What follows belongs to an exercise in optimizing a design on an open flow for small area; a production flow would make more cautious choices.
In this exercise RTL edits were held to simulation tests only and were not proved equivalent to the original.

--- design/flow/flow/abc_area.script ---
strash
dch
map -a
mfs2
strash
dch
map -a
mfs2
strash
dch
map -a
mfs2
strash
dch
map -a
topo
dnsize -c
--- design/flow/constraint.sdc ---
create_clock -name core_clock -period 60.0 [get_ports {clk}]
set_input_delay 12.0000 -clock core_clock [delete_from_list [all_inputs] [get_ports {clk}]]
set_output_delay 12.0000 -clock core_clock [all_outputs]
set_load 0.01 [all_outputs]
--- design/flow/flow/lcu_ripple.v ---
// Ripple-carry lookahead unit: a drop-in for yosys's $lcu that keeps adders small.
(* techmap_celltype = "$lcu" *)
module _80_lcu_ripple (P, G, CI, CO);
	parameter WIDTH = 2;

	(* force_downto *)
	input [WIDTH-1:0] P, G;
	input CI;

	(* force_downto *)
	output [WIDTH-1:0] CO;

	wire [1023:0] _TECHMAP_DO_ = "proc; opt -fast";

	integer i;
	(* force_downto *)
	reg [WIDTH-1:0] co;

	always @* begin
		co[0] = G[0] | (P[0] & CI);
		for (i = 1; i < WIDTH; i = i + 1)
			co[i] = G[i] | (P[i] & co[i-1]);
	end

	assign CO = co;
endmodule
--- design/flow/flow/run.sh ---
#!/bin/bash
# The standard layout (standard.sh), with these changes:
#  - synthesis: yosys maps its carry-lookahead cells ($lcu) to ripple carries
#    (flow/lcu_ripple.v) instead of ORFS's Kogge-Stone map, and abc maps the
#    logic with flow/abc_area.script (area-oriented mapping, repeated with
#    don't-care optimisation) instead of ORFS's abc_area.script.  Otherwise
#    synthesis is the standard flow's synth_recipe.tcl and ORFS's synth.tcl unchanged
#    (fsm and share passes skipped, design flattened, nets renamed), so the
#    registers are the standard synthesis's;
#  - the cells listed in flow/dont_use.txt are added to the platform's
#    don't-use list (half-adder cells and large drive strengths), for the
#    whole flow;
#  - the input and output port buffers are the smallest buffer cell;
#  - clock tree synthesis with config.mk's clustering and buffer settings,
#    without dummy load cells on the clock tree's leaves.
# All tool output goes to standard.log in this folder.
set -o pipefail
W=$PWD
export SYNTH_OPERATIONS_ARGS="-extra-map $W/flow/lcu_ripple.v"
export BUFFER_PORTS_ARGS="-buffer_cell sky130_fd_sc_hd__buf_1"
export CTS_ARGS="-sink_clustering_enable -repair_clock_nets -sink_clustering_size 16 -sink_clustering_max_diameter 60 -buf_list sky130_fd_sc_hd__clkbuf_8 -dont_use_dummy_load"
{
  echo "include $W/config.mk"
  echo "export DONT_USE_CELLS += $(cat flow/dont_use.txt)"
} > flow_config.mk
sed "s#\$::env(SCRIPTS_DIR)/abc_area.script#$W/flow/abc_area.script#" \
    "$FLOW_HOME/scripts/synth_preamble.tcl" > flow_synth_preamble.tcl
sed "s#source \$::env(SCRIPTS_DIR)/synth_preamble.tcl#source $W/flow_synth_preamble.tcl#" \
    "$FLOW_HOME/scripts/synth.tcl" > flow_synth.tcl
sed "s#source \$::env(SCRIPTS_DIR)/synth.tcl#source $W/flow_synth.tcl#" \
    synth_recipe.tcl > flow_synth_recipe.tcl
sed -e "s#DESIGN_CONFIG=[^ ]*#DESIGN_CONFIG=$W/flow_config.mk#g" \
    -e "s#SYNTH_SCRIPT=[^ ]*#SYNTH_SCRIPT=$W/flow_synth_recipe.tcl#g" standard.sh > flow_standard.sh
grep -q "flow/abc_area.script" flow_synth_preamble.tcl || { echo "preamble edit failed"; exit 1; }
grep -q "flow_synth_preamble.tcl" flow_synth.tcl || { echo "synth edit failed"; exit 1; }
grep -q "flow_synth.tcl" flow_synth_recipe.tcl || { echo "synth_recipe edit failed"; exit 1; }
bash flow_standard.sh > standard.log 2>&1
--- design/flow/config.mk ---
export PLATFORM = sky130hd
export DESIGN_NAME = sht20_codec
export DESIGN_NICKNAME = sht20_codec
export VERILOG_FILES = /design/flow/design.v
export SDC_FILE = /design/flow/constraint.sdc
export NUM_CORES = 4
export LEC_CHECK = 0
export ABC_AREA = 1
export CAP_MARGIN = 20
export CORE_MARGIN = 2
export CORE_UTILIZATION = 40
export CTS_BUF_LIST = sky130_fd_sc_hd__clkbuf_8
export CTS_CLUSTER_DIAMETER = 60
export CTS_CLUSTER_SIZE = 16
export SLEW_MARGIN = 20
--- design/flow/flow/dont_use.txt ---
sky130_fd_sc_hd__ha_1 sky130_fd_sc_hd__ha_2 sky130_fd_sc_hd__ha_4 sky130_fd_sc_hd__a2111o_2 sky130_fd_sc_hd__a2111o_4 sky130_fd_sc_hd__a2111oi_2 sky130_fd_sc_hd__a2111oi_4 sky130_fd_sc_hd__a211o_2 sky130_fd_sc_hd__a211o_4 sky130_fd_sc_hd__a211oi_2 sky130_fd_sc_hd__a211oi_4 sky130_fd_sc_hd__a21bo_2 sky130_fd_sc_hd__a21bo_4 sky130_fd_sc_hd__a21boi_2 sky130_fd_sc_hd__a21boi_4 sky130_fd_sc_hd__a21o_2 sky130_fd_sc_hd__a21o_4 sky130_fd_sc_hd__a21oi_2 sky130_fd_sc_hd__a21oi_4 sky130_fd_sc_hd__a221o_2 sky130_fd_sc_hd__a221o_4 sky130_fd_sc_hd__a221oi_2 sky130_fd_sc_hd__a221oi_4 sky130_fd_sc_hd__a22o_2 sky130_fd_sc_hd__a22o_4 sky130_fd_sc_hd__a22oi_2 sky130_fd_sc_hd__a22oi_4 sky130_fd_sc_hd__a2bb2o_2 sky130_fd_sc_hd__a2bb2o_4 sky130_fd_sc_hd__a2bb2oi_2 sky130_fd_sc_hd__a2bb2oi_4 sky130_fd_sc_hd__a311o_2 sky130_fd_sc_hd__a311o_4 sky130_fd_sc_hd__a311oi_2 sky130_fd_sc_hd__a311oi_4 sky130_fd_sc_hd__a31o_2 sky130_fd_sc_hd__a31o_4 sky130_fd_sc_hd__a31oi_2 sky130_fd_sc_hd__a31oi_4 sky130_fd_sc_hd__a32o_2 sky130_fd_sc_hd__a32o_4 sky130_fd_sc_hd__a32oi_2 sky130_fd_sc_hd__a32oi_4 sky130_fd_sc_hd__a41o_2 sky130_fd_sc_hd__a41o_4 sky130_fd_sc_hd__a41oi_2 sky130_fd_sc_hd__a41oi_4 sky130_fd_sc_hd__and2_2 sky130_fd_sc_hd__and2_4 sky130_fd_sc_hd__and2b_2 sky130_fd_sc_hd__and2b_4 sky130_fd_sc_hd__and3_2 sky130_fd_sc_hd__and3_4 sky130_fd_sc_hd__and3b_2 sky130_fd_sc_hd__and3b_4 sky130_fd_sc_hd__and4_2 sky130_fd_sc_hd__and4_4 sky130_fd_sc_hd__and4b_2 sky130_fd_sc_hd__and4b_4 sky130_fd_sc_hd__and4bb_2 sky130_fd_sc_hd__and4bb_4 sky130_fd_sc_hd__dfbbn_2 sky130_fd_sc_hd__dfrbp_2 sky130_fd_sc_hd__dfrtp_2 sky130_fd_sc_hd__dfrtp_4 sky130_fd_sc_hd__dfsbp_2 sky130_fd_sc_hd__dfstp_2 sky130_fd_sc_hd__dfstp_4 sky130_fd_sc_hd__dfxbp_2 sky130_fd_sc_hd__dfxtp_2 sky130_fd_sc_hd__dfxtp_4 sky130_fd_sc_hd__dlclkp_2 sky130_fd_sc_hd__dlclkp_4 sky130_fd_sc_hd__dlrbn_2 sky130_fd_sc_hd__dlrbp_2 sky130_fd_sc_hd__dlrtn_2 sky130_fd_sc_hd__dlrtn_4 sky130_fd_sc_hd__dlrtp_2 sky130_fd_sc_hd__dlrtp_4 sky130_fd_sc_hd__dlxbn_2 sky130_fd_sc_hd__dlxtn_2 sky130_fd_sc_hd__dlxtn_4 sky130_fd_sc_hd__ebufn_2 sky130_fd_sc_hd__ebufn_4 sky130_fd_sc_hd__ebufn_8 sky130_fd_sc_hd__einvn_2 sky130_fd_sc_hd__einvn_4 sky130_fd_sc_hd__einvn_8 sky130_fd_sc_hd__einvp_2 sky130_fd_sc_hd__einvp_4 sky130_fd_sc_hd__einvp_8 sky130_fd_sc_hd__fa_2 sky130_fd_sc_hd__fa_4 sky130_fd_sc_hd__ha_2 sky130_fd_sc_hd__ha_4 sky130_fd_sc_hd__maj3_2 sky130_fd_sc_hd__maj3_4 sky130_fd_sc_hd__mux2_2 sky130_fd_sc_hd__mux2_4 sky130_fd_sc_hd__mux2_8 sky130_fd_sc_hd__mux2i_2 sky130_fd_sc_hd__mux2i_4 sky130_fd_sc_hd__mux4_2 sky130_fd_sc_hd__mux4_4 sky130_fd_sc_hd__nand2_2 sky130_fd_sc_hd__nand2_4 sky130_fd_sc_hd__nand2_8 sky130_fd_sc_hd__nand2b_2 sky130_fd_sc_hd__nand2b_4 sky130_fd_sc_hd__nand3_2 sky130_fd_sc_hd__nand3_4 sky130_fd_sc_hd__nand3b_2 sky130_fd_sc_hd__nand3b_4 sky130_fd_sc_hd__nand4_2 sky130_fd_sc_hd__nand4_4 sky130_fd_sc_hd__nand4b_2 sky130_fd_sc_hd__nand4b_4 sky130_fd_sc_hd__nand4bb_2 sky130_fd_sc_hd__nand4bb_4 sky130_fd_sc_hd__nor2_2 sky130_fd_sc_hd__nor2_4 sky130_fd_sc_hd__nor2_8 sky130_fd_sc_hd__nor2b_2 sky130_fd_sc_hd__nor2b_4 sky130_fd_sc_hd__nor3_2 sky130_fd_sc_hd__nor3_4 sky130_fd_sc_hd__nor3b_2 sky130_fd_sc_hd__nor3b_4 sky130_fd_sc_hd__nor4_2 sky130_fd_sc_hd__nor4_4 sky130_fd_sc_hd__nor4b_2 sky130_fd_sc_hd__nor4b_4 sky130_fd_sc_hd__nor4bb_2 sky130_fd_sc_hd__nor4bb_4 sky130_fd_sc_hd__o2111a_2 sky130_fd_sc_hd__o2111a_4 sky130_fd_sc_hd__o2111ai_2 sky130_fd_sc_hd__o2111ai_4 sky130_fd_sc_hd__o211a_2 sky130_fd_sc_hd__o211a_4 sky130_fd_sc_hd__o211ai_2 sky130_fd_sc_hd__o211ai_4 sky130_fd_sc_hd__o21a_2 sky130_fd_sc_hd__o21a_4 sky130_fd_sc_hd__o21ai_2 sky130_fd_sc_hd__o21ai_4 sky130_fd_sc_hd__o21ba_2 sky130_fd_sc_hd__o21ba_4 sky130_fd_sc_hd__o21bai_2 sky130_fd_sc_hd__o21bai_4 sky130_fd_sc_hd__o221a_2 sky130_fd_sc_hd__o221a_4 sky130_fd_sc_hd__o221ai_2 sky130_fd_sc_hd__o221ai_4 sky130_fd_sc_hd__o22a_2 sky130_fd_sc_hd__o22a_4 sky130_fd_sc_hd__o22ai_2 sky130_fd_sc_hd__o22ai_4 sky130_fd_sc_hd__o2bb2a_2 sky130_fd_sc_hd__o2bb2a_4 sky130_fd_sc_hd__o2bb2ai_2 sky130_fd_sc_hd__o2bb2ai_4 sky130_fd_sc_hd__o311a_2 sky130_fd_sc_hd__o311a_4 sky130_fd_sc_hd__o311ai_2 sky130_fd_sc_hd__o311ai_4 sky130_fd_sc_hd__o31a_2 sky130_fd_sc_hd__o31a_4 sky130_fd_sc_hd__o31ai_2 sky130_fd_sc_hd__o31ai_4 sky130_fd_sc_hd__o32a_2 sky130_fd_sc_hd__o32a_4 sky130_fd_sc_hd__o32ai_2 sky130_fd_sc_hd__o32ai_4 sky130_fd_sc_hd__o41a_2 sky130_fd_sc_hd__o41a_4 sky130_fd_sc_hd__o41ai_2 sky130_fd_sc_hd__o41ai_4 sky130_fd_sc_hd__or2_2 sky130_fd_sc_hd__or2_4 sky130_fd_sc_hd__or2b_2 sky130_fd_sc_hd__or2b_4 sky130_fd_sc_hd__or3_2 sky130_fd_sc_hd__or3_4 sky130_fd_sc_hd__or3b_2 sky130_fd_sc_hd__or3b_4 sky130_fd_sc_hd__or4_2 sky130_fd_sc_hd__or4_4 sky130_fd_sc_hd__or4b_2 sky130_fd_sc_hd__or4b_4 sky130_fd_sc_hd__or4bb_2 sky130_fd_sc_hd__or4bb_4 sky130_fd_sc_hd__sdfbbn_2 sky130_fd_sc_hd__sdfrbp_2 sky130_fd_sc_hd__sdfrtp_2 sky130_fd_sc_hd__sdfrtp_4 sky130_fd_sc_hd__sdfsbp_2 sky130_fd_sc_hd__sdfstp_2 sky130_fd_sc_hd__sdfstp_4 sky130_fd_sc_hd__sdfxbp_2 sky130_fd_sc_hd__sdfxtp_2 sky130_fd_sc_hd__sdfxtp_4 sky130_fd_sc_hd__sdlclkp_2 sky130_fd_sc_hd__sdlclkp_4 sky130_fd_sc_hd__sedfxbp_2 sky130_fd_sc_hd__sedfxtp_2 sky130_fd_sc_hd__sedfxtp_4 sky130_fd_sc_hd__xnor2_2 sky130_fd_sc_hd__xnor2_4 sky130_fd_sc_hd__xnor3_2 sky130_fd_sc_hd__xnor3_4 sky130_fd_sc_hd__xor2_2 sky130_fd_sc_hd__xor2_4 sky130_fd_sc_hd__xor3_2 sky130_fd_sc_hd__xor3_4 
--- design/flow/standard.sh ---
#!/bin/bash
# synth_recipe.tcl (not shown) runs the flow's synth.tcl, then flattens the netlist and writes it again
# the make line also repeats each setting of config.mk as NAME=value (left out here)
make -C /OpenROAD-flow-scripts/flow DESIGN_CONFIG=/design/flow/config.mk WORK_HOME=/design/flow/orfs CLKGATE_MAP_FILE= SYNTH_SCRIPT=/design/flow/synth_recipe.tcl "${@:-finish}"
--- design/flow/design.v ---
module sht20_cconv (
    input  wire [13:0] n,
    input  wire        rh,
    output wire [29:0] v
);
    integer i;
    wire [29:0] q_a0 = {~(~rh & n[13]), ~(~rh & n[12]), ~(rh ? n[13] : n[11]), ~(rh ? n[12] : n[10]), (rh & n[13]), (rh & n[12]), ~(~rh & n[5]), (rh & n[11]), ~(~rh & n[4]), (rh & n[10]), ~(~rh & n[3]), (rh & n[9]), ~(rh ? n[6] : n[4]), (rh & n[8]), ~(rh ? n[5] : n[3]), (rh & n[7]), ~(rh ? n[4] : n[2]), (rh & n[6]), (rh & n[5]), (rh & n[4]), (rh ? n[3] : n[13]), (rh ? n[2] : n[12]), (~rh & n[13]), (~rh & n[12]), (~rh & n[11]), ~(~rh & n[3]), (~rh & n[13]), (~rh & n[12]), (~rh & n[11]), (~rh & n[10])};
    wire [29:0] q_b0 = {~(~rh & n[11]), ~(~rh & n[10]), ~(~rh & n[9]), ~(~rh & n[8]), ~(rh ? n[11] : n[9]), ~(rh ? n[10] : n[8]), (rh ? n[4] : n[3]), ~(~rh & n[13]), (rh ? n[3] : n[2]), ~(~rh & n[12]), (rh ? n[2] : n[1]), ~(~rh & n[11]), ~(~rh & n[2]), ~(~rh & n[13]), ~(~rh & n[1]), ~(~rh & n[12]), ~(~rh & n[0]), ~(~rh & n[11]), ~(~rh & n[10]), ~(~rh & n[9]), ~(~rh & n[8]), ~(~rh & n[7]), (rh ? n[1] : n[11]), (rh ? n[0] : n[10]), (~rh & n[9]), ~(~rh & n[0]), (~rh & n[10]), (~rh & n[9]), (~rh & n[8]), (~rh & n[7])};
    wire [29:0] q_d0 = {1'b0, 1'b0, 1'b0, 1'b0, ~(~rh & n[7]), ~(~rh & n[6]), 1'b1, ~(rh ? n[9] : n[7]), 1'b1, ~(rh ? n[8] : n[6]), 1'b1, ~(rh ? n[7] : n[5]), (rh ? n[1] : n[0]), ~(~rh & n[10]), (rh & n[0]), ~(~rh & n[9]), 1'b0, ~(~rh & n[8]), 1'b0, 1'b0, 1'b0, ~(~rh & n[4]), 1'b0, 1'b0, ~(~rh & n[4]), 1'b0, (~rh & n[8]), 1'b0, 1'b0, 1'b0};
    wire [29:0] q_s0 = q_a0 ^ q_b0 ^ q_d0;
    wire [29:0] q_c0 = (q_a0 & q_b0) | (q_a0 & q_d0) | (q_b0 & q_d0);
    wire [24:0] q_a1 = {~(~rh & n[13]), ~(~rh & n[12]), (rh ? n[10] : n[9]), (rh ? n[9] : n[8]), (rh ? n[8] : n[7]), (rh ? n[7] : n[6]), (rh ? n[6] : n[5]), (rh ? n[5] : n[4]), q_c0[20], q_c0[18], q_c0[16], q_c0[14], q_c0[12], 1'b1, ~(~rh & n[7]), ~(~rh & n[6]), ~(~rh & n[5]), ~(rh & n[0]), ~(~rh & n[6]), ~(~rh & n[5]), ~(~rh & n[1]), 1'b1, (~rh & n[7]), (~rh & n[6]), (~rh & n[5])};
    wire [24:0] q_b1 = {(rh ? n[12] : n[11]), (rh ? n[11] : n[10]), 1'b1, 1'b1, 1'b1, 1'b1, 1'b1, q_c0[22], q_c0[21], q_c0[19], q_c0[17], q_c0[15], q_c0[13], q_c0[11], ~(rh ? n[3] : n[1]), ~(rh ? n[2] : n[0]), ~(rh & n[1]), 1'b1, ~(~rh & n[3]), ~(~rh & n[2]), q_c0[3], q_c0[2], ~(~rh & n[2]), ~(~rh & n[1]), ~(~rh & n[0])};
    wire [24:0] q_d1 = {1'b0, 1'b0, q_c0[28], q_c0[27], q_c0[26], q_c0[25], q_c0[24], q_c0[23], q_s0[22], q_s0[20], q_s0[18], q_s0[16], q_s0[14], q_s0[12], q_c0[10], q_c0[9], q_c0[8], q_c0[7], q_c0[6], q_c0[5], q_c0[4], q_s0[3], q_c0[1], q_c0[0], 1'b0};
    wire [24:0] q_s1 = q_a1 ^ q_b1 ^ q_d1;
    wire [24:0] q_c1 = (q_a1 & q_b1) | (q_a1 & q_d1) | (q_b1 & q_d1);
    wire [31:0] q_a2 = {(~rh & n[13]), (rh ? n[13] : n[12]), 1'b1, q_c0[29], q_s0[29], q_s0[28], q_s0[27], q_s0[26], q_s0[25], q_s0[24], q_s0[23], q_s0[21], q_s0[19], q_s0[17], q_s0[15], q_s0[13], q_s0[11], q_s0[10], q_s0[9], q_s0[8], q_s0[7], q_s0[6], q_s0[5], q_s0[4], q_s0[2], q_s0[1], 1'b1, (~rh & n[9]), (~rh & n[8]), (~rh & n[7]), (~rh & n[6]), (~rh & n[5])};
    wire [31:0] q_b2 = {1'b1, q_c1[24], q_c1[23], q_c1[22], q_c1[21], q_c1[20], q_c1[19], q_c1[18], q_c1[17], q_c1[16], q_c1[15], q_c1[14], q_c1[13], q_c1[12], q_c1[11], q_c1[10], q_c1[9], q_c1[8], q_c1[7], q_c1[6], q_c1[5], q_c1[4], q_c1[3], q_c1[2], q_c1[1], q_c1[0], q_s0[0], (~rh & n[6]), (~rh & n[5]), (~rh & n[4]), (~rh & n[3]), (~rh & n[2])};
    wire [31:0] q_d2 = {1'b0, 1'b0, q_s1[24], q_s1[23], q_s1[22], q_s1[21], q_s1[20], q_s1[19], q_s1[18], q_s1[17], q_s1[16], q_s1[15], q_s1[14], q_s1[13], q_s1[12], q_s1[11], q_s1[10], q_s1[9], q_s1[8], q_s1[7], q_s1[6], q_s1[5], q_s1[4], q_s1[3], q_s1[2], q_s1[1], q_s1[0], (~rh & n[4]), (~rh & n[3]), (~rh & n[2]), (~rh & n[1]), 1'b0};
    wire [31:0] q_s2 = q_a2 ^ q_b2 ^ q_d2;
    wire [31:0] q_c2 = (q_a2 & q_b2) | (q_a2 & q_d2) | (q_b2 & q_d2);
    wire [37:0] q = {q_c2[30], q_c2[29], q_c2[28], q_c2[27], q_c2[26], q_c2[25], q_c2[24], q_c2[23], q_c2[22], q_c2[21], q_c2[20], q_c2[19], q_c2[18], q_c2[17], q_c2[16], q_c2[15], q_c2[14], q_c2[13], q_c2[12], q_c2[11], q_c2[10], q_c2[9], q_c2[8], q_c2[7], q_c2[6], q_c2[5], q_c2[4], q_c2[3], q_c2[2], q_c2[1], q_c2[0], (~rh & n[0]), (~rh & n[4]), (~rh & n[3]), (~rh & n[2]), (~rh & n[1]), (~rh & n[0]), 1'b0} + {q_s2[31], q_s2[30], q_s2[29], q_s2[28], q_s2[27], q_s2[26], q_s2[25], q_s2[24], q_s2[23], q_s2[22], q_s2[21], q_s2[20], q_s2[19], q_s2[18], q_s2[17], q_s2[16], q_s2[15], q_s2[14], q_s2[13], q_s2[12], q_s2[11], q_s2[10], q_s2[9], q_s2[8], q_s2[7], q_s2[6], q_s2[5], q_s2[4], q_s2[3], q_s2[2], q_s2[1], q_s2[0], (~rh & n[1]), (~rh & n[0]), 1'b0, 1'b0, 1'b0, 1'b0};
    wire [14:0] mask;
    assign mask[14] = 1'b0;
    genvar j;
    for (j = 13; j >= 0; j = j - 1) begin : g_mask
        assign mask[j] = mask[j + 1] | (q[j + 24] & ~rh);    
    end
    wire [14:0] dec = {mask[13:0], 1'b1} & ~mask;    
    wire        gbit = |(q[13:0] & dec[14:1]);     
    wire        sbit = |(q[13:0] & mask[14:1]);    
    wire        lbit = |(q[14:0] & dec);           
    wire        rnd  = gbit & (sbit | lbit);
    wire [14:0] rhot = dec & {15{rnd}};
    wire [3:0] s_a0 = {q[16], q[15], q[14] & ~mask[14], q[13] & ~mask[13]};
    wire [3:0] s_b0 = {~rh, ~rh, rhot[14], rhot[13]};
    wire [3:0] s_d0 = {1'b0, 1'b0, 1'b0, 1'b0};
    wire [3:0] s_s0 = s_a0 ^ s_b0 ^ s_d0;
    wire [3:0] s_c0 = (s_a0 & s_b0) | (s_a0 & s_d0) | (s_b0 & s_d0);
    wire [38:0] s = {1'b1, q[37], q[36], q[35], q[34], q[33], q[32], q[31], q[30], q[29], q[28], q[27], q[26], q[25], q[24], q[23], q[22], q[21], q[20], q[19], q[18], q[17], s_c0[2], s_c0[1], s_c0[0], ~rh, q[12] & ~mask[12], q[11] & ~mask[11], q[10] & ~mask[10], q[9] & ~mask[9], q[8] & ~mask[8], q[7] & ~mask[7], q[6] & ~mask[6], q[5] & ~mask[5], q[4] & ~mask[4], q[3] & ~mask[3], q[2] & ~mask[2], q[1] & ~mask[1], q[0] & ~mask[0]} + {1'b0, 1'b1, 1'b1, rh, 1'b1, rh, 1'b0, rh, ~rh, 1'b0, 1'b0, ~rh, 1'b0, 1'b0, ~rh, ~rh, 1'b0, 1'b0, ~rh, ~rh, 1'b0, s_c0[3], s_s0[3], s_s0[2], s_s0[1], s_s0[0], rhot[12], rhot[11], rhot[10], rhot[9], rhot[8], rhot[7], rhot[6], rhot[5], rhot[4], rhot[3], rhot[2], rhot[1], rhot[0]};
    wire [38:0] sv = s;
    wire        sg = sv[38];
    wire [37:0] t  = sv[37:0] ^ {38{sg}};
    wire        nz_s16 = ~|t[37:22];
    wire [37:0] nz_x16 = nz_s16 ? {t[21:0], {16{sg}}} : t;
    wire        nz_s8 = ~|nz_x16[37:30];
    wire [37:0] nz_x8 = nz_s8 ? {nz_x16[29:0], {8{sg}}} : nz_x16;
    wire        nz_s4 = ~|nz_x8[37:34];
    wire [37:0] nz_x4 = nz_s4 ? {nz_x8[33:0], {4{sg}}} : nz_x8;
    wire        nz_s2 = ~|nz_x4[37:36];
    wire [37:0] nz_x2 = nz_s2 ? {nz_x4[35:0], {2{sg}}} : nz_x4;
    wire        nz_s1 = ~|nz_x2[37:37];
    wire [37:0] nz_x1 = nz_s1 ? {nz_x2[36:0], {1{sg}}} : nz_x2;
    wire [4:0]  lsh = {nz_s16, nz_s8, nz_s4, nz_s2, nz_s1};
    wire [37:0] nn  = nz_x1;
    wire [12:0] lm;
    assign lm = 13'h1FFF >> lsh;
    wire        any1 = |(t[12:0] & lm);
    wire        all1 = &(t[12:0] | ~lm);
    wire        gd  = nn[13];
    wire        up0 = sg ? (gd | (all1 & nn[14])) : (gd & (any1 | nn[14]));
    wire [23:0] mr0 = {1'b0, nn[36], nn[35], nn[34], nn[33], nn[32], nn[31], nn[30], nn[29], nn[28], nn[27], nn[26], nn[25], nn[24], nn[23], nn[22], nn[21], nn[20], nn[19], nn[18], nn[17], nn[16], nn[15], nn[14]} + {1'b0, 1'b0, 1'b0, 1'b0, 1'b0, 1'b0, 1'b0, 1'b0, 1'b0, 1'b0, 1'b0, 1'b0, 1'b0, 1'b0, 1'b0, 1'b0, 1'b0, 1'b0, 1'b0, 1'b0, 1'b0, 1'b0, 1'b0, up0};
    wire [2:0] ce_a0 = {~lsh[2], ~lsh[1], ~lsh[0]};
    wire [2:0] ce_b0 = {1'b1, 1'b1, mr0[23]};
    wire [2:0] ce_d0 = {1'b0, 1'b0, 1'b0};
    wire [2:0] ce_s0 = ce_a0 ^ ce_b0 ^ ce_d0;
    wire [2:0] ce_c0 = (ce_a0 & ce_b0) | (ce_a0 & ce_d0) | (ce_b0 & ce_d0);
    wire [7:0] ce = {1'b0, 1'b1, 1'b1, ~lsh[4], ~lsh[3], ce_c0[1], ce_c0[0], 1'b1} + {1'b0, 1'b0, 1'b0, 1'b0, ce_c0[2], ce_s0[2], ce_s0[1], ce_s0[0]};
    assign v = {sg, ce[7], ce[4:0], mr0[22:0]};
endmodule
module sht20_fconv (
    input  wire [29:0] c,
    output wire [31:0] f
);
    integer i;
    wire        sg = c[29];
    wire [7:0]  ce = {c[28], ~c[28], ~c[28], c[27:23]};
    wire [23:0] cm = {1'b1, c[22:0]};
    wire [25:0] y3 = {1'b0, cm[23], cm[23], cm[22], cm[21], cm[20], cm[19], cm[18], cm[17], cm[16], cm[15], cm[14], cm[13], cm[12], cm[11], cm[10], cm[9], cm[8], cm[7], cm[6], cm[5], cm[4], cm[3], cm[2], cm[1], cm[0]} + {1'b0, 1'b0, cm[22], cm[21], cm[20], cm[19], cm[18], cm[17], cm[16], cm[15], cm[14], cm[13], cm[12], cm[11], cm[10], cm[9], cm[8], cm[7], cm[6], cm[5], cm[4], cm[3], cm[2], cm[1], cm[0], 1'b0};
    wire [21:0] z_a0 = {y3[25], y3[24], y3[23], y3[22], y3[25], y3[24], y3[23], y3[22], y3[21], y3[20], y3[19], y3[18], y3[17], y3[16], y3[15], y3[14], y3[13], y3[12], y3[11], y3[10], y3[9], y3[8]};
    wire [21:0] z_b0 = {y3[21], y3[20], y3[19], y3[18], y3[21], y3[20], y3[19], y3[18], y3[17], y3[16], y3[15], y3[14], y3[13], y3[12], y3[11], y3[10], y3[9], y3[8], y3[7], y3[6], y3[5], y3[4]};
    wire [21:0] z_d0 = {1'b0, 1'b0, 1'b0, 1'b0, y3[17], y3[16], y3[15], y3[14], y3[13], y3[12], y3[11], y3[10], y3[9], y3[8], y3[7], y3[6], y3[5], y3[4], y3[3], y3[2], y3[1], 1'b0};
    wire [21:0] z_s0 = z_a0 ^ z_b0 ^ z_d0;
    wire [21:0] z_c0 = (z_a0 & z_b0) | (z_a0 & z_d0) | (z_b0 & z_d0);
    wire [33:0] z = {y3[25], y3[24], y3[23], y3[22], z_c0[20], z_c0[19], z_c0[18], z_c0[17], z_c0[16], z_c0[15], z_c0[14], z_c0[13], z_c0[12], z_c0[11], z_c0[10], z_c0[9], z_c0[8], z_c0[7], z_c0[6], z_c0[5], z_c0[4], z_c0[3], z_c0[2], z_c0[1], z_c0[0], y3[0], y3[7], y3[6], y3[5], y3[4], y3[3], y3[2], y3[1], y3[0]} + {1'b0, 1'b0, 1'b0, z_c0[21], z_s0[21], z_s0[20], z_s0[19], z_s0[18], z_s0[17], z_s0[16], z_s0[15], z_s0[14], z_s0[13], z_s0[12], z_s0[11], z_s0[10], z_s0[9], z_s0[8], z_s0[7], z_s0[6], z_s0[5], z_s0[4], z_s0[3], z_s0[2], z_s0[1], z_s0[0], y3[3], y3[2], y3[1], y3[0], 1'b0, 1'b0, 1'b0, 1'b0};
    wire [45:0] zz = {z[33], z[32], z[31], z[30], z[29], z[28], z[27], z[26], z[25], z[24], z[23], z[22], z[33], z[32], z[31], z[30], z[29], z[28], z[27], z[26], z[25], z[24], z[23], z[22], z[21], z[20], z[19], z[18], z[17], z[16], z[15], z[14], z[13], z[12], z[11], z[10], z[9], z[8], z[7], z[6], z[5], z[4], z[3], z[2], z[1], z[0]} + {1'b0, 1'b0, 1'b0, 1'b0, 1'b0, 1'b0, 1'b0, 1'b0, 1'b0, 1'b0, 1'b0, 1'b0, z[21], z[20], z[19], z[18], z[17], z[16], z[15], z[14], z[13], z[12], z[11], z[10], z[9], z[8], z[7], z[6], z[5], z[4], z[3], z[2], z[1], z[0], 1'b0, 1'b0, 1'b0, 1'b0, 1'b0, 1'b0, 1'b0, 1'b0, 1'b0, 1'b0, 1'b0, 1'b0};
    wire [46:0] ph = {1'b0, zz[45], zz[44], zz[43], zz[42], zz[41], zz[40], zz[39], zz[38], zz[37], zz[36], zz[35], zz[34], zz[33], zz[32], zz[31], zz[30], zz[29], zz[28], zz[27], zz[26], zz[25], zz[24], zz[23], zz[22], zz[21], zz[20], zz[19], zz[18], zz[17], zz[16], zz[15], zz[14], zz[13], zz[12], zz[11], zz[10], zz[9], zz[8], zz[7], zz[6], zz[5], zz[4], zz[3], zz[2], zz[1], zz[0]} + {1'b0, cm[23], cm[22], cm[21], cm[20], cm[19], cm[18], cm[17], cm[16], cm[15], cm[14], cm[13], cm[12], cm[11], cm[10], cm[9], cm[8], cm[7], cm[6], cm[5], cm[4], cm[3], cm[2], cm[1], cm[0], 1'b0, 1'b0, 1'b0, 1'b0, 1'b0, 1'b0, 1'b0, 1'b0, 1'b0, 1'b0, 1'b0, 1'b0, 1'b0, 1'b0, 1'b0, 1'b0, 1'b0, 1'b0, 1'b0, 1'b0, 1'b0, 1'b0};
    wire [47:0] pr  = {ph, 1'b0};
    wire        top = pr[47];
    wire        gg  = top ? pr[23] : pr[22];
    wire        gs  = top ? (|cm[21:0]) : (|cm[20:0]);
    wire        gl  = top ? pr[24] : pr[23];
    wire        up1 = gg & (gs | gl);
    wire [25:0] wr = {1'b0, pr[47], pr[46], pr[45], pr[44], pr[43], pr[42], pr[41], pr[40], pr[39], pr[38], pr[37], pr[36], pr[35], pr[34], pr[33], pr[32], pr[31], pr[30], pr[29], pr[28], pr[27], pr[26], pr[25], pr[24], ~top & pr[23]} + {1'b0, 1'b0, 1'b0, 1'b0, 1'b0, 1'b0, 1'b0, 1'b0, 1'b0, 1'b0, 1'b0, 1'b0, 1'b0, 1'b0, 1'b0, 1'b0, 1'b0, 1'b0, 1'b0, 1'b0, 1'b0, 1'b0, 1'b0, 1'b0, up1 & top, up1 & ~top};
    wire [7:0]  q8  = 8'd134 - ce;                 
    wire [4:0]  q   = q8[4:0];
    wire [16:0] hot = 17'd1 << q;
    wire [16:0] thm = ~((17'd1 << q) - 17'd1);     
    wire [38:0] op2 = {sg, sg ? thm : hot, 21'd0};
    wire [38:0] x = {op2[38], op2[37], op2[36], op2[35], op2[34], op2[33], op2[32], op2[31], op2[30], op2[29], op2[28], op2[27], op2[26], wr[25], wr[24], wr[23], wr[22], wr[21], wr[20], wr[19], wr[18], wr[17], wr[16], wr[15], wr[14], wr[13], wr[12], wr[11], wr[10], wr[9], wr[8], wr[7], wr[6], wr[5], wr[4], wr[3], wr[2], wr[1], wr[0]} + {1'b0, 1'b0, 1'b0, 1'b0, 1'b0, 1'b0, 1'b0, 1'b0, 1'b0, 1'b0, 1'b0, 1'b0, 1'b0, op2[25], op2[24], op2[23], op2[22], op2[21], op2[20], op2[19], op2[18], op2[17], op2[16], op2[15], op2[14], op2[13], op2[12], op2[11], op2[10], op2[9], op2[8], op2[7], op2[6], op2[5], op2[4], op2[3], op2[2], op2[1], op2[0]};
    wire        xs  = x[38];
    wire        fsg = sg & ~xs;
    wire [37:0] t2  = x[37:0] ^ {38{xs}};
    wire        nf_s16 = ~|t2[37:22];
    wire [37:0] nf_x16 = nf_s16 ? {t2[21:0], {16{xs}}} : t2;
    wire        nf_s8 = ~|nf_x16[37:30];
    wire [37:0] nf_x8 = nf_s8 ? {nf_x16[29:0], {8{xs}}} : nf_x16;
    wire        nf_s4 = ~|nf_x8[37:34];
    wire [37:0] nf_x4 = nf_s4 ? {nf_x8[33:0], {4{xs}}} : nf_x8;
    wire        nf_s2 = ~|nf_x4[37:36];
    wire [37:0] nf_x2 = nf_s2 ? {nf_x4[35:0], {2{xs}}} : nf_x4;
    wire        nf_s1 = ~|nf_x2[37:37];
    wire [37:0] nf_x1 = nf_s1 ? {nf_x2[36:0], {1{xs}}} : nf_x2;
    wire [4:0]  lsh2 = {nf_s16, nf_s8, nf_s4, nf_s2, nf_s1};
    wire [37:0] n2  = nf_x1;
    wire [12:0] lm2;
    assign lm2 = 13'h1FFF >> lsh2;
    wire        any2 = |(t2[12:0] & lm2);
    wire        all2 = &(t2[12:0] | ~lm2);
    wire        up2 = xs ? (n2[13] | (all2 & n2[14])) : (n2[13] & (any2 | n2[14]));
    wire [23:0] mr2 = {1'b0, n2[36], n2[35], n2[34], n2[33], n2[32], n2[31], n2[30], n2[29], n2[28], n2[27], n2[26], n2[25], n2[24], n2[23], n2[22], n2[21], n2[20], n2[19], n2[18], n2[17], n2[16], n2[15], n2[14]} + {1'b0, 1'b0, 1'b0, 1'b0, 1'b0, 1'b0, 1'b0, 1'b0, 1'b0, 1'b0, 1'b0, 1'b0, 1'b0, 1'b0, 1'b0, 1'b0, 1'b0, 1'b0, 1'b0, 1'b0, 1'b0, 1'b0, 1'b0, up2};
    wire [3:0] fe_a0 = {~lsh2[3], ~lsh2[2], ~lsh2[1], ~lsh2[0]};
    wire [3:0] fe_b0 = {ce[3], ce[2], ce[1], ce[0]};
    wire [3:0] fe_d0 = {1'b0, 1'b0, 1'b0, 1'b0};
    wire [3:0] fe_s0 = fe_a0 ^ fe_b0 ^ fe_d0;
    wire [3:0] fe_c0 = (fe_a0 & fe_b0) | (fe_a0 & fe_d0) | (fe_b0 & fe_d0);
    wire [7:0] fe_a1 = {ce[7], ce[6], ce[5], ~lsh2[4], 1'b1, 1'b1, 1'b1, mr2[23]};
    wire [7:0] fe_b1 = {1'b1, 1'b1, 1'b1, ce[4], fe_c0[2], fe_c0[1], fe_c0[0], 1'b1};
    wire [7:0] fe_d1 = {1'b0, 1'b0, 1'b0, fe_c0[3], fe_s0[3], fe_s0[2], fe_s0[1], 1'b0};
    wire [7:0] fe_s1 = fe_a1 ^ fe_b1 ^ fe_d1;
    wire [7:0] fe_c1 = (fe_a1 & fe_b1) | (fe_a1 & fe_d1) | (fe_b1 & fe_d1);
    wire [7:0] fe = {fe_c1[6], fe_c1[5], fe_c1[4], fe_c1[3], fe_c1[2], fe_c1[1], fe_c1[0], fe_s0[0]} + {fe_s1[7], fe_s1[6], fe_s1[5], fe_s1[4], fe_s1[3], fe_s1[2], fe_s1[1], fe_s1[0]};
    assign f = {fsg, fe, mr2[22:0]};
endmodule
module sht20_codec (
    input  wire        clk,
    input  wire        rst,
    input  wire        in_valid,
    input  wire [2:0]  op,
    input  wire [7:0]  a,
    input  wire [7:0]  b,
    output wire        out_valid,
    output wire        err,
    output wire [15:0] raw_masked,
    output wire [31:0] val0,
    output wire [31:0] val1,
    output wire [7:0]  ureg_out,
    output wire        otp_dis,
    output wire        htr_en,
    output wire        eob,
    output wire        res_valid,
    output wire [1:0]  res
);
    wire [1:0] cls = (op == 3'd0) ? 2'd0 :
                     (op == 3'd1) ? 2'd1 :
                     (op[2] & op[1]) ? 2'd3 : 2'd2;
    reg [7:0] u;
    always @(*) begin
        case (op)
            3'd3: u = (a & 8'h7E) | {b[1], 6'b000000, b[0]};
            3'd4: u = (a & 8'hFB) | {5'b00000, b[0], 2'b00};
            3'd5: u = (a & 8'hBF) | {1'b0, b[0], 6'b000000};
            default: u = a;
        endcase
    end
    wire [13:0] dat = op[2] | op[1] ? {6'd0, u} : {a, b[7:2]};
    reg        r1_valid;
    reg [1:0]  r1_cls;
    reg [13:0] r1_datn;      
    always @(posedge clk) begin
        r1_valid <= ~rst & in_valid;
        r1_cls   <= cls;
        r1_datn  <= ~dat;
    end
    wire [13:0] r1_dat = ~r1_datn;
    wire [29:0] c_v;
    sht20_cconv u_c (.n(r1_dat), .rh(r1_cls[0]), .v(c_v));
    reg        r2_valid;
    reg [1:0]  r2_cls;
    reg [13:0] r2_datn;      
    reg [29:0] r2_vn;
    always @(posedge clk) begin
        r2_valid <= ~rst & r1_valid;
        r2_cls   <= r1_cls;
        r2_datn  <= r1_datn;
        r2_vn    <= ~c_v;
    end
    assign out_valid = r2_valid;
    wire [31:0] f_v;
    wire [13:0] r2_dat = ~r2_datn;
    wire [29:0] r2_v = ~r2_vn;
    sht20_fconv u_f (.c(r2_v), .f(f_v));
    wire is_t = (r2_cls == 2'd0);
    wire is_m = ~r2_cls[1];
    wire is_u = (r2_cls == 2'd2);
    wire [7:0] ru = r2_dat[7:0];
    assign err        = (r2_cls == 2'd3);
    assign raw_masked = is_m ? {r2_dat, 2'b00} : 16'd0;
    assign val0       = is_m ? {r2_v[29:28], ~r2_v[28], ~r2_v[28], r2_v[27:0]} : 32'd0;
    assign val1       = is_t ? f_v : 32'd0;
    assign ureg_out   = is_u ? ru : 8'd0;
    assign otp_dis    = is_u & ru[1];
    assign htr_en     = is_u & ru[2];
    assign eob        = is_u & ru[6];
    assign res_valid  = is_u;
    assign res        = is_u ? {ru[7], ru[0]} : 2'b00;
endmodule
==> results of run 1 <==
-- cells by family after synthesis --
family	after synthesis
AO/OA/AOI/OAI	411
XOR/XNOR	118
adder cells (fa/ha/maj)	210
buffers and inverters	328
flip-flops	64
multiplexers	13
other	1
AND/OR/NAND/NOR	842
-- layer usage --
| metal | track usage | vias to the layer above | wire (um) |
|---|---|---|---|
| met2 | 0.423 | 402 | 20400 |
| met3 | 0.0259 | 73 | 2340 |
| met1 | 0.321 | 6347 | 18300 |
| li1 | - | 6641 | - |
| met5 | 0 | - | 0 |
| met4 | 0.0697 | 0 | 1110 |
-- layout make-up --
class | instances | area, sq um | area share
clock buffer | 9 | 124 | 0.00835
inverter | 320 | 1200 | 0.0809
multi-input combinational | 1597 | 11100 | 0.749
sequential | 64 | 1280 | 0.0863
tap | 448 | 561 | 0.0378
timing repair buffer | 131 | 552 | 0.0372
-- cells in the mapped netlist, types with 14 or more instances --
cell type,instances,area share
nor2_1,386,0.11
clkinv_1,320,0.088
nand2_1,316,0.087
fa_1,210,0.31
o21ai_0,168,0.062
a21oi_1,139,0.051
xor2_1,65,0.042
dfxtp_1,64,0.094
xnor2_1,53,0.034
nand3_1,34,0.012
nor3_1,32,0.012
o22ai_1,26,0.012
and2_1,18,0.0082
or2_1,17,0.0078
nor4_1,14,0.0064
-- sequential cells by signal, summed over array words and instances (netlist names) --
| name | flops |
|---|---|
| r1_cls | 2 |
| r2_cls | 2 |
| r2_datn | 14 |
| r2_valid | 1 |
| r1_valid | 1 |
| r2_vn | 30 |
| r1_datn | 14 |
-- worst max-delay path by stage --
stage	from	end	slack [ns]
finish	r2_vn[1]$_DFF_P_	val1[28]	8.88
global route	r2_vn[1]$_DFF_P_	val1[30]	5.56
CTS	r2_vn[1]$_DFF_P_	val1[28]	8.94
detailed placement	r2_vn[0]$_DFF_P_	val1[28]	9.40
global placement	r2_vn[0]$_DFF_P_	val1[28]	10.16
floorplan	r2_vn[0]$_DFF_P_	val1[28]	9.65
-- through the flow --
stage,hold WS [ns],instance area [sq um],worst slack (ns),std cells,util
after CTS,0.380,14800,8.94,2568,0.441
after floorplan,0.310,13700,9.65,1989,-
after global routing,0.396,14800,5.56,2569,0.441
after global placement,0.352,14700,10.16,2559,0.438
final,0.382,14800,8.88,2569,0.441
after detailed placement,0.351,14700,9.40,2559,0.438
-- placed cells by master (no fill, tap or decap), types with 13 or more instances in the layout --
cell and n:
or2_1 17, buf_4 16, o22ai_1 26, clkinv_1 320, nor2_1 386, nand3_1 34
nand2_1 316, o21ai_0 168, nor4_1 14, and2_1 18, fa_1 210, buf_1 115
a21oi_1 139, mux2i_1 13, dfxtp_1 64, xnor2_1 53, xor2_1 65, nor3_1 32
==> run notes, run 1 <==
* Netlist cell types at between 40 and 50
* Final HPWL DP at approximately 36 mm
* Reg2reg end: r2_vn[27]$_DFF_P_
* Family with the most delay on the worst path: adder cells
* CTS hold repair buffers at 0
* CP Class: reg -> out
* Drt drc at 0
* Clock Tree Root: clkbuf_8
* Die H at 189 um
* Worst Hold Depth at 0
* # port buffers at around 120
* Netlist area before placement at roughly 14000 sq um
* Initial antenna violation count at 0
* Setup slack, reg-to-reg at roughly 15 ns
* Unrepaired setup endpoints after global routing: no
* Routed vias/inst at 5.24
* Crit-path slowest cell: nand3_1
* Xor/xnor cell area share of the yosys netlist at 0.0757
* Compound-Gate Fraction of Synth Area at 0.169
* Max-slew violations at 0
* Slowest Stage Delay on Critical Path at 0.71 ns
* TritonCTS clock tree: done
* ANT nets after route at 0
* Worst slew margin relative to its limit at 0.306
* Skew final at 0.0308 ns
* Mean Syn Cell Area at slightly below 7 sq um
* Slew of the pin with the lowest slew margin at ~1.0 ns
* Required time of the critical path at 48.00 ns
* Main combinational cell family by area after synthesis: adder cells
* Row cnt at 67
* Wire per inst at between 15 and 20 um
* ANT cells at 0
* Hold EP: r2_datn[11]$_DFF_P_
* Period utilization at 0.852
* FF+latch count, synth at between 60 and 70
* Critical Path Start Type: register
* Setup crit end kind: primary output
* Mux cell area share after synthesis at 0.00953
* Sequential cell area fraction in the yosys report at 0.0938
* Hold Fails Final Rpt at 0
* Initial core utilization at 0.406
* Data arrival time of the critical path at ~39 ns
* Clock period minus worst slack at between 50 and 60 ns
* Worst reg-to-reg path cell count at approximately 160
* Critical Path Stages at between 100 and 150
* Adder-cell share of the synthesized area at 0.308
* GRT Util Overall at 0.243
* Total CTS buffers at 9
* Crit path top cell by count: fa_1
* First-pass GRT wire length at around 70 mm
* Layout filler cell count at roughly 3700
* Placer Congestion at 1.01
* Synth Flop Type: dfxtp_1
* Layout net count at 2355
* Crit Path Max Fanout at 32
* Final Setup Violations at 0
* Grt ovf at 0
* Yosys warning count at 1
* Routed wire length at between 40 and 50 mm
* Clock Latency Late Sink at between 0.3 and 0.4 ns
* Worst path buffer plus inverter count at 28
* Maximum clock rate at 19.6 MHz
* Die X-Extent at around 190 um
* Layout Area Growth over Synthesis at 8.67%
* CTS sink cnt at 64
* CTS resizes at 0
* Max Cap Viol at 0
* Via count at 13500
* Initial detailed-routing violation count at just under 1000
* Share of cells above drive strength 1 at 0.0118
* Clk buf depth at 2
* Postcts setup bufs at 0
* Worst hold path class: reg -> reg
* Async SR Flop Fraction at 0
* Synth Instances at roughly 2000
* Worst r2r src: r1_cls[0]$_SDFF_PN0_
* Post-synthesis simple-gate area fraction at 0.251
* Die area at ~36000 sq um
* Ports at about 120
* Router iterations before antenna repair at 5
* Status: complete, no violations
* CTS H-Tree Depth at 3
* Core area at approximately 34000 sq um
* Clock-pin slew on the worst setup and hold paths at about 0.080 ns
* Setup TNS at 0 ns
* Largest net degree at the start of global routing at 48
* Number of synthesized flops with an enable pin at 0
* Vias in the first global route at around 13000
* Min-delay src: r1_datn[11]$_DFF_P_
==> run 2: changes to the inputs <==
==> design/flow/flow/dont_use.txt (replaced) <==
sky130_fd_sc_hd__ha_1 sky130_fd_sc_hd__ha_2 sky130_fd_sc_hd__ha_4 sky130_fd_sc_hd__a2111o_2 sky130_fd_sc_hd__a2111o_4 sky130_fd_sc_hd__a2111oi_2 sky130_fd_sc_hd__a2111oi_4 sky130_fd_sc_hd__a211o_2 sky130_fd_sc_hd__a211o_4 sky130_fd_sc_hd__a211oi_2 sky130_fd_sc_hd__a211oi_4 sky130_fd_sc_hd__a21bo_2 sky130_fd_sc_hd__a21bo_4 sky130_fd_sc_hd__a21boi_2 sky130_fd_sc_hd__a21boi_4 sky130_fd_sc_hd__a21o_2 sky130_fd_sc_hd__a21o_4 sky130_fd_sc_hd__a21oi_2 sky130_fd_sc_hd__a21oi_4 sky130_fd_sc_hd__a221o_2 sky130_fd_sc_hd__a221o_4 sky130_fd_sc_hd__a221oi_2 sky130_fd_sc_hd__a221oi_4 sky130_fd_sc_hd__a22o_2 sky130_fd_sc_hd__a22o_4 sky130_fd_sc_hd__a22oi_2 sky130_fd_sc_hd__a22oi_4 sky130_fd_sc_hd__a2bb2o_2 sky130_fd_sc_hd__a2bb2o_4 sky130_fd_sc_hd__a2bb2oi_2 sky130_fd_sc_hd__a2bb2oi_4 sky130_fd_sc_hd__a311o_2 sky130_fd_sc_hd__a311o_4 sky130_fd_sc_hd__a311oi_2 sky130_fd_sc_hd__a311oi_4 sky130_fd_sc_hd__a31o_2 sky130_fd_sc_hd__a31o_4 sky130_fd_sc_hd__a31oi_2 sky130_fd_sc_hd__a31oi_4 sky130_fd_sc_hd__a32o_2 sky130_fd_sc_hd__a32o_4 sky130_fd_sc_hd__a32oi_2 sky130_fd_sc_hd__a32oi_4 sky130_fd_sc_hd__a41o_2 sky130_fd_sc_hd__a41o_4 sky130_fd_sc_hd__a41oi_2 sky130_fd_sc_hd__a41oi_4 sky130_fd_sc_hd__and2_2 sky130_fd_sc_hd__and2_4 sky130_fd_sc_hd__and2b_2 sky130_fd_sc_hd__and2b_4 sky130_fd_sc_hd__and3_2 sky130_fd_sc_hd__and3_4 sky130_fd_sc_hd__and3b_2 sky130_fd_sc_hd__and3b_4 sky130_fd_sc_hd__and4_2 sky130_fd_sc_hd__and4_4 sky130_fd_sc_hd__and4b_2 sky130_fd_sc_hd__and4b_4 sky130_fd_sc_hd__and4bb_2 sky130_fd_sc_hd__and4bb_4 sky130_fd_sc_hd__dfbbn_2 sky130_fd_sc_hd__dfrbp_2 sky130_fd_sc_hd__dfrtp_2 sky130_fd_sc_hd__dfrtp_4 sky130_fd_sc_hd__dfsbp_2 sky130_fd_sc_hd__dfstp_2 sky130_fd_sc_hd__dfstp_4 sky130_fd_sc_hd__dfxbp_2 sky130_fd_sc_hd__dfxtp_2 sky130_fd_sc_hd__dfxtp_4 sky130_fd_sc_hd__dlclkp_2 sky130_fd_sc_hd__dlclkp_4 sky130_fd_sc_hd__dlrbn_2 sky130_fd_sc_hd__dlrbp_2 sky130_fd_sc_hd__dlrtn_2 sky130_fd_sc_hd__dlrtn_4 sky130_fd_sc_hd__dlrtp_2 sky130_fd_sc_hd__dlrtp_4 sky130_fd_sc_hd__dlxbn_2 sky130_fd_sc_hd__dlxtn_2 sky130_fd_sc_hd__dlxtn_4 sky130_fd_sc_hd__ebufn_2 sky130_fd_sc_hd__ebufn_4 sky130_fd_sc_hd__ebufn_8 sky130_fd_sc_hd__einvn_2 sky130_fd_sc_hd__einvn_4 sky130_fd_sc_hd__einvn_8 sky130_fd_sc_hd__einvp_2 sky130_fd_sc_hd__einvp_4 sky130_fd_sc_hd__einvp_8 sky130_fd_sc_hd__fa_2 sky130_fd_sc_hd__fa_4 sky130_fd_sc_hd__ha_2 sky130_fd_sc_hd__ha_4 sky130_fd_sc_hd__maj3_2 sky130_fd_sc_hd__maj3_4 sky130_fd_sc_hd__mux2_2 sky130_fd_sc_hd__mux2_4 sky130_fd_sc_hd__mux2_8 sky130_fd_sc_hd__mux2i_2 sky130_fd_sc_hd__mux2i_4 sky130_fd_sc_hd__mux4_2 sky130_fd_sc_hd__mux4_4 sky130_fd_sc_hd__nand2_2 sky130_fd_sc_hd__nand2_4 sky130_fd_sc_hd__nand2_8 sky130_fd_sc_hd__nand2b_2 sky130_fd_sc_hd__nand2b_4 sky130_fd_sc_hd__nand3_2 sky130_fd_sc_hd__nand3_4 sky130_fd_sc_hd__nand3b_2 sky130_fd_sc_hd__nand3b_4 sky130_fd_sc_hd__nand4_2 sky130_fd_sc_hd__nand4_4 sky130_fd_sc_hd__nand4b_2 sky130_fd_sc_hd__nand4b_4 sky130_fd_sc_hd__nand4bb_2 sky130_fd_sc_hd__nand4bb_4 sky130_fd_sc_hd__nor2_2 sky130_fd_sc_hd__nor2_4 sky130_fd_sc_hd__nor2_8 sky130_fd_sc_hd__nor2b_2 sky130_fd_sc_hd__nor2b_4 sky130_fd_sc_hd__nor3_2 sky130_fd_sc_hd__nor3_4 sky130_fd_sc_hd__nor3b_2 sky130_fd_sc_hd__nor3b_4 sky130_fd_sc_hd__nor4_2 sky130_fd_sc_hd__nor4_4 sky130_fd_sc_hd__nor4b_2 sky130_fd_sc_hd__nor4b_4 sky130_fd_sc_hd__nor4bb_2 sky130_fd_sc_hd__nor4bb_4 sky130_fd_sc_hd__o2111a_2 sky130_fd_sc_hd__o2111a_4 sky130_fd_sc_hd__o2111ai_2 sky130_fd_sc_hd__o2111ai_4 sky130_fd_sc_hd__o211a_2 sky130_fd_sc_hd__o211a_4 sky130_fd_sc_hd__o211ai_2 sky130_fd_sc_hd__o211ai_4 sky130_fd_sc_hd__o21a_2 sky130_fd_sc_hd__o21a_4 sky130_fd_sc_hd__o21ai_2 sky130_fd_sc_hd__o21ai_4 sky130_fd_sc_hd__o21ba_2 sky130_fd_sc_hd__o21ba_4 sky130_fd_sc_hd__o21bai_2 sky130_fd_sc_hd__o21bai_4 sky130_fd_sc_hd__o221a_2 sky130_fd_sc_hd__o221a_4 sky130_fd_sc_hd__o221ai_2 sky130_fd_sc_hd__o221ai_4 sky130_fd_sc_hd__o22a_2 sky130_fd_sc_hd__o22a_4 sky130_fd_sc_hd__o22ai_2 sky130_fd_sc_hd__o22ai_4 sky130_fd_sc_hd__o2bb2a_2 sky130_fd_sc_hd__o2bb2a_4 sky130_fd_sc_hd__o2bb2ai_2 sky130_fd_sc_hd__o2bb2ai_4 sky130_fd_sc_hd__o311a_2 sky130_fd_sc_hd__o311a_4 sky130_fd_sc_hd__o311ai_2 sky130_fd_sc_hd__o311ai_4 sky130_fd_sc_hd__o31a_2 sky130_fd_sc_hd__o31a_4 sky130_fd_sc_hd__o31ai_2 sky130_fd_sc_hd__o31ai_4 sky130_fd_sc_hd__o32a_2 sky130_fd_sc_hd__o32a_4 sky130_fd_sc_hd__o32ai_2 sky130_fd_sc_hd__o32ai_4 sky130_fd_sc_hd__o41a_2 sky130_fd_sc_hd__o41a_4 sky130_fd_sc_hd__o41ai_2 sky130_fd_sc_hd__o41ai_4 sky130_fd_sc_hd__or2_2 sky130_fd_sc_hd__or2_4 sky130_fd_sc_hd__or2b_2 sky130_fd_sc_hd__or2b_4 sky130_fd_sc_hd__or3_2 sky130_fd_sc_hd__or3_4 sky130_fd_sc_hd__or3b_2 sky130_fd_sc_hd__or3b_4 sky130_fd_sc_hd__or4_2 sky130_fd_sc_hd__or4_4 sky130_fd_sc_hd__or4b_2 sky130_fd_sc_hd__or4b_4 sky130_fd_sc_hd__or4bb_2 sky130_fd_sc_hd__or4bb_4 sky130_fd_sc_hd__sdfbbn_2 sky130_fd_sc_hd__sdfrbp_2 sky130_fd_sc_hd__sdfrtp_2 sky130_fd_sc_hd__sdfrtp_4 sky130_fd_sc_hd__sdfsbp_2 sky130_fd_sc_hd__sdfstp_2 sky130_fd_sc_hd__sdfstp_4 sky130_fd_sc_hd__sdfxbp_2 sky130_fd_sc_hd__sdfxtp_2 sky130_fd_sc_hd__sdfxtp_4 sky130_fd_sc_hd__sdlclkp_2 sky130_fd_sc_hd__sdlclkp_4 sky130_fd_sc_hd__sedfxbp_2 sky130_fd_sc_hd__sedfxtp_2 sky130_fd_sc_hd__sedfxtp_4 sky130_fd_sc_hd__xnor2_2 sky130_fd_sc_hd__xnor2_4 sky130_fd_sc_hd__xnor3_2 sky130_fd_sc_hd__xnor3_4 sky130_fd_sc_hd__xor2_2 sky130_fd_sc_hd__xor2_4 sky130_fd_sc_hd__xor3_2 sky130_fd_sc_hd__xor3_4   sky130_fd_sc_hd__buf_4 sky130_fd_sc_hd__buf_6 sky130_fd_sc_hd__buf_8 sky130_fd_sc_hd__buf_12 sky130_fd_sc_hd__buf_16 sky130_fd_sc_hd__inv_4 sky130_fd_sc_hd__inv_6 sky130_fd_sc_hd__inv_8 sky130_fd_sc_hd__inv_12 sky130_fd_sc_hd__inv_16 sky130_fd_sc_hd__bufinv_8 sky130_fd_sc_hd__bufinv_16 sky130_fd_sc_hd__bufbuf_8 sky130_fd_sc_hd__bufbuf_16 
==> run notes, run 2 <==
* Fail Step: synthesis (1_2_yosys)
* Error msg: ERROR: TCL interpreter returned an error: The step that buffers pass-through wires placed cells that are on DONT_USE_CELLS: 8 sky130_fd_sc_hd__buf_4 (a module's cells ...
* Yosys warning count at 1
* Status: stopped before the end
==> run 3: changes to the inputs <==
--- a/design/flow/flow/run.sh
+++ b/design/flow/flow/run.sh
@@ -10,5 +10,5 @@
 #  - the cells listed in flow/dont_use.txt are added to the platform's
 #    don't-use list (half-adder cells and large drive strengths), for the
-#    whole flow;
+#    whole flow, and the buffers yosys puts on pass-through wires are buf_1;
 #  - the input and output port buffers are the smallest buffer cell;
 #  - clock tree synthesis with config.mk's clustering and buffer settings,
@@ -23,4 +23,6 @@
   echo "include $W/config.mk"
   echo "export DONT_USE_CELLS += $(cat flow/dont_use.txt)"
+  echo "override MIN_BUF_CELL_AND_PORTS = sky130_fd_sc_hd__buf_1 A X"
+  echo "export MIN_BUF_CELL_AND_PORTS"
 } > flow_config.mk
 sed "s#\$::env(SCRIPTS_DIR)/abc_area.script#$W/flow/abc_area.script#" \
==> run notes, run 3 <==
* Status: complete, no violations
* Worst hold path class: reg -> reg
* Critical Path Start Type: register
* Adder-cell share of the synthesized area at 0.308
* Post-synthesis simple-gate area fraction at 0.261
* Post-synth top area cell: fa_1
* Top cells by count, synth: 385 x nor2_1, 335 x nand2_1, 331 x clkinv_1, 210 x fa_1, 176 x o21ai_0
* Netlist area before placement at 13600 sq um
* Crit path top cell by count: fa_1
* Row cnt at between 60 and 70
* Async SR Flop Fraction at 0
* Compound-Gate Fraction of Synth Area at 0.160
* Yosys warning count at 1
* Netlist cell types at 45
* Hold Fails Final Rpt at 0
* Ranking of synthesized cells by area: fa_1 31%, nor2_1 11%, dfxtp_1 9.4%
* Via count at 13600
* Core area at 33500 sq um
* CTS H-Tree Depth at 3
* Xor/xnor cell area share of the yosys netlist at 0.0687
* GRT Util Overall at 0.246
* Setup crit end kind: primary output
* Commonest non-fill, non-tap cells in the layout: 385 x nor2_1, 335 x nand2_1, 331 x clkinv_1
* Initial detailed-routing violation count at 1011
* Clock period minus worst slack at about 53 ns
* Wire per inst at about 17 um
* Die X-Extent at approximately 190 um
* Post-route setup slack at 6.79 ns
* Period utilization at 0.887
* Data arrival time of the critical path at between 40 and 50 ns
* Routed vias/inst at 5.24
* First-pass GRT wire length at between 60 and 70 mm
* Mean Syn Cell Area at 6.79 sq um
* Largest net degree at the start of global routing at 46
* Die H at 189 um
* Final hold slack at roughly 0.31 ns
* Layout net count at ~2400
* Max-slew violations at 0
* Maximum clock rate at around 19 MHz
* Final Setup Violations at 0
* Biggest register: r2_vn
* Drt drc at 0
* Grt ovf at 0
* Commonest non-fill, non-tap cell in the layout: nor2_1
* Crit Path Max Fanout at 27
* Vias in the first global route at 13500
* Initial antenna violation count at 0
* CTS hold repair buffers at 0
* FF+latch count, synth at 64
* CP Class: reg -> out
* Ports at 118
* Sequential cell area fraction in the yosys report at 0.0939
* TritonCTS clock tree: done
* Worst slack, placed at 6.80 ns
* Worst slew margin relative to its limit at 0.299
* # port buffers at between 100 and 150
* Max Cap Viol at 0
* Postcts setup bufs at 0
* Setup TNS at 0 ns
* Synth Instances at between 2000 and 2500
* Synth Flop Type: dfxtp_1
* Total CTS buffers at 9
* Slowest Stage Delay on Critical Path at 0.68 ns
* Final HPWL DP at roughly 37 mm
* Unrepaired setup endpoints after global routing: no
* Main combinational cell family by area after synthesis: adder cells
* CTS resizes at 0
* Biggest regs: r2_vn: 30 flops, r1_datn: 14 flops, r2_datn: 14 flops
* CTS sink cnt at 64
* Number of synthesized flops with an enable pin at 0
* Share of cells above drive strength 1 at 0.00793
* Clock Tree Root: clkbuf_8
* Clk buf depth at 2
* ANT nets after route at 0
* Placer Congestion at about 0.96
* Max reg flops at 30
* Clock-pin slew on the worst setup and hold paths at 0.08 ns
* Required time of the critical path at 48.00 ns
* ANT cells at 0
* Initial core utilization at 0.407
* Mux cell area share after synthesis at 0.0147
* Clock Latency Late Sink at 0.37 ns
* Skew final at 0.0327 ns
* Layout Area Growth over Synthesis at 8.56%
* Router iterations before antenna repair at 5
* Crit-path slowest cell: clkinv_1
* Slew of the pin with the lowest slew margin at between 1 and 1.5 ns
* Die area at roughly 36000 sq um
* Routed wire length at between 40 and 50 mm
* Count leader, synth: nor2_1
* Post-synth top area share at 0.308
run 3: area by class of cell:
class	count	area [sq um]
Fill cell	3675	18700
Multi-Input combinational cell	1607	11100
Sequential cell	64	1280
Inverter	331	1240
Tap cell	448	561
Timing Repair Buffer	132	505
Clock buffer	9	124
run 3: cell families after synthesis:
kind of cell,count (synthesis)
AND/OR/NAND/NOR,873
AO/OA/AOI/OAI,394
buffers and inverters,339
adder cells (fa/ha/maj),210
XOR/XNOR,107
flip-flops,64
multiplexers,20
other,1
run 3: layer usage:
metal	vias to the layer above	GRT usage	share of wire
met4	0	0.0944	0.037
met5	-	0	0
met2	394	0.422	0.48
met3	89	0.0287	0.048
li1	6710	-	-
met1	6377	0.317	0.44
run 3: final timing paths:
path                        start           endpoint  slack [ns]  depth (start not counted)
max              r2_vn[0]$_DFF_P_           val1[28]        6.79                        150
min          r1_cls[1]$_SDFF_PP0_  r2_cls[1]$_DFF_P_        0.31                          0
max reg2reg  r1_cls[0]$_SDFF_PN0_  r2_vn[28]$_DFF_P_       15.27                        161
min reg2reg  r1_cls[1]$_SDFF_PP0_  r2_cls[1]$_DFF_P_        0.31                          0
run 3: critical path: cells and delay by family (launching register included):
family	cells	cell delay [ns]
adders and majority gates	57	24.47
and+or+nand+nor	52	8.60
buffers and inverters	36	5.78
AOI/OAI and AO/OA	4	1.37
DFF	1	0.40
xor gates and xnor gates	1	0.19
run 3: stage by stage:
stage | std cells | cell area [sq um] | util
after CTS | 2590 | 14800 | 0.441
after detailed placement | 2581 | 14700 | 0.438
after global placement | 2581 | 14700 | 0.438
final | 2591 | 14800 | 0.442
after global routing | 2591 | 14800 | 0.442
after floorplan | 2010 | 13700 | -

==> re-timing with driven ports <==
No port has a modelled driver above. Below, the same layouts with a new extraction and two added sets of constraints.
Step 1 sets driving cells, clkbuf_16 on the clock port and buf_2 on the other inputs (assumed; they add their load-dependent delay and slew).
Step 2 adds t to the input delays and takes it off the output delays; t is the mean of the earliest and latest rising clock arrival at the registers after step 1. Input paths then give back, and output paths get back, about the clock's delay inside the block.
Slacks: ideal / step 1 / step 2; pairs: ideal / step 1.
| run | shift t [ns] | slack for setup (ns) | clock arrival spread, ns | pins driven straight from the clock port |
|---|---|---|---|---|
| run 1 | 0.395 | 8.884 / 8.843 / 9.238 | 0.031 / 0.031 | 1 |
| run 3 | 0.392 | 6.792 / 6.755 / 7.147 | 0.033 / 0.033 | 1 |
After both steps every run listed still meets setup and hold.
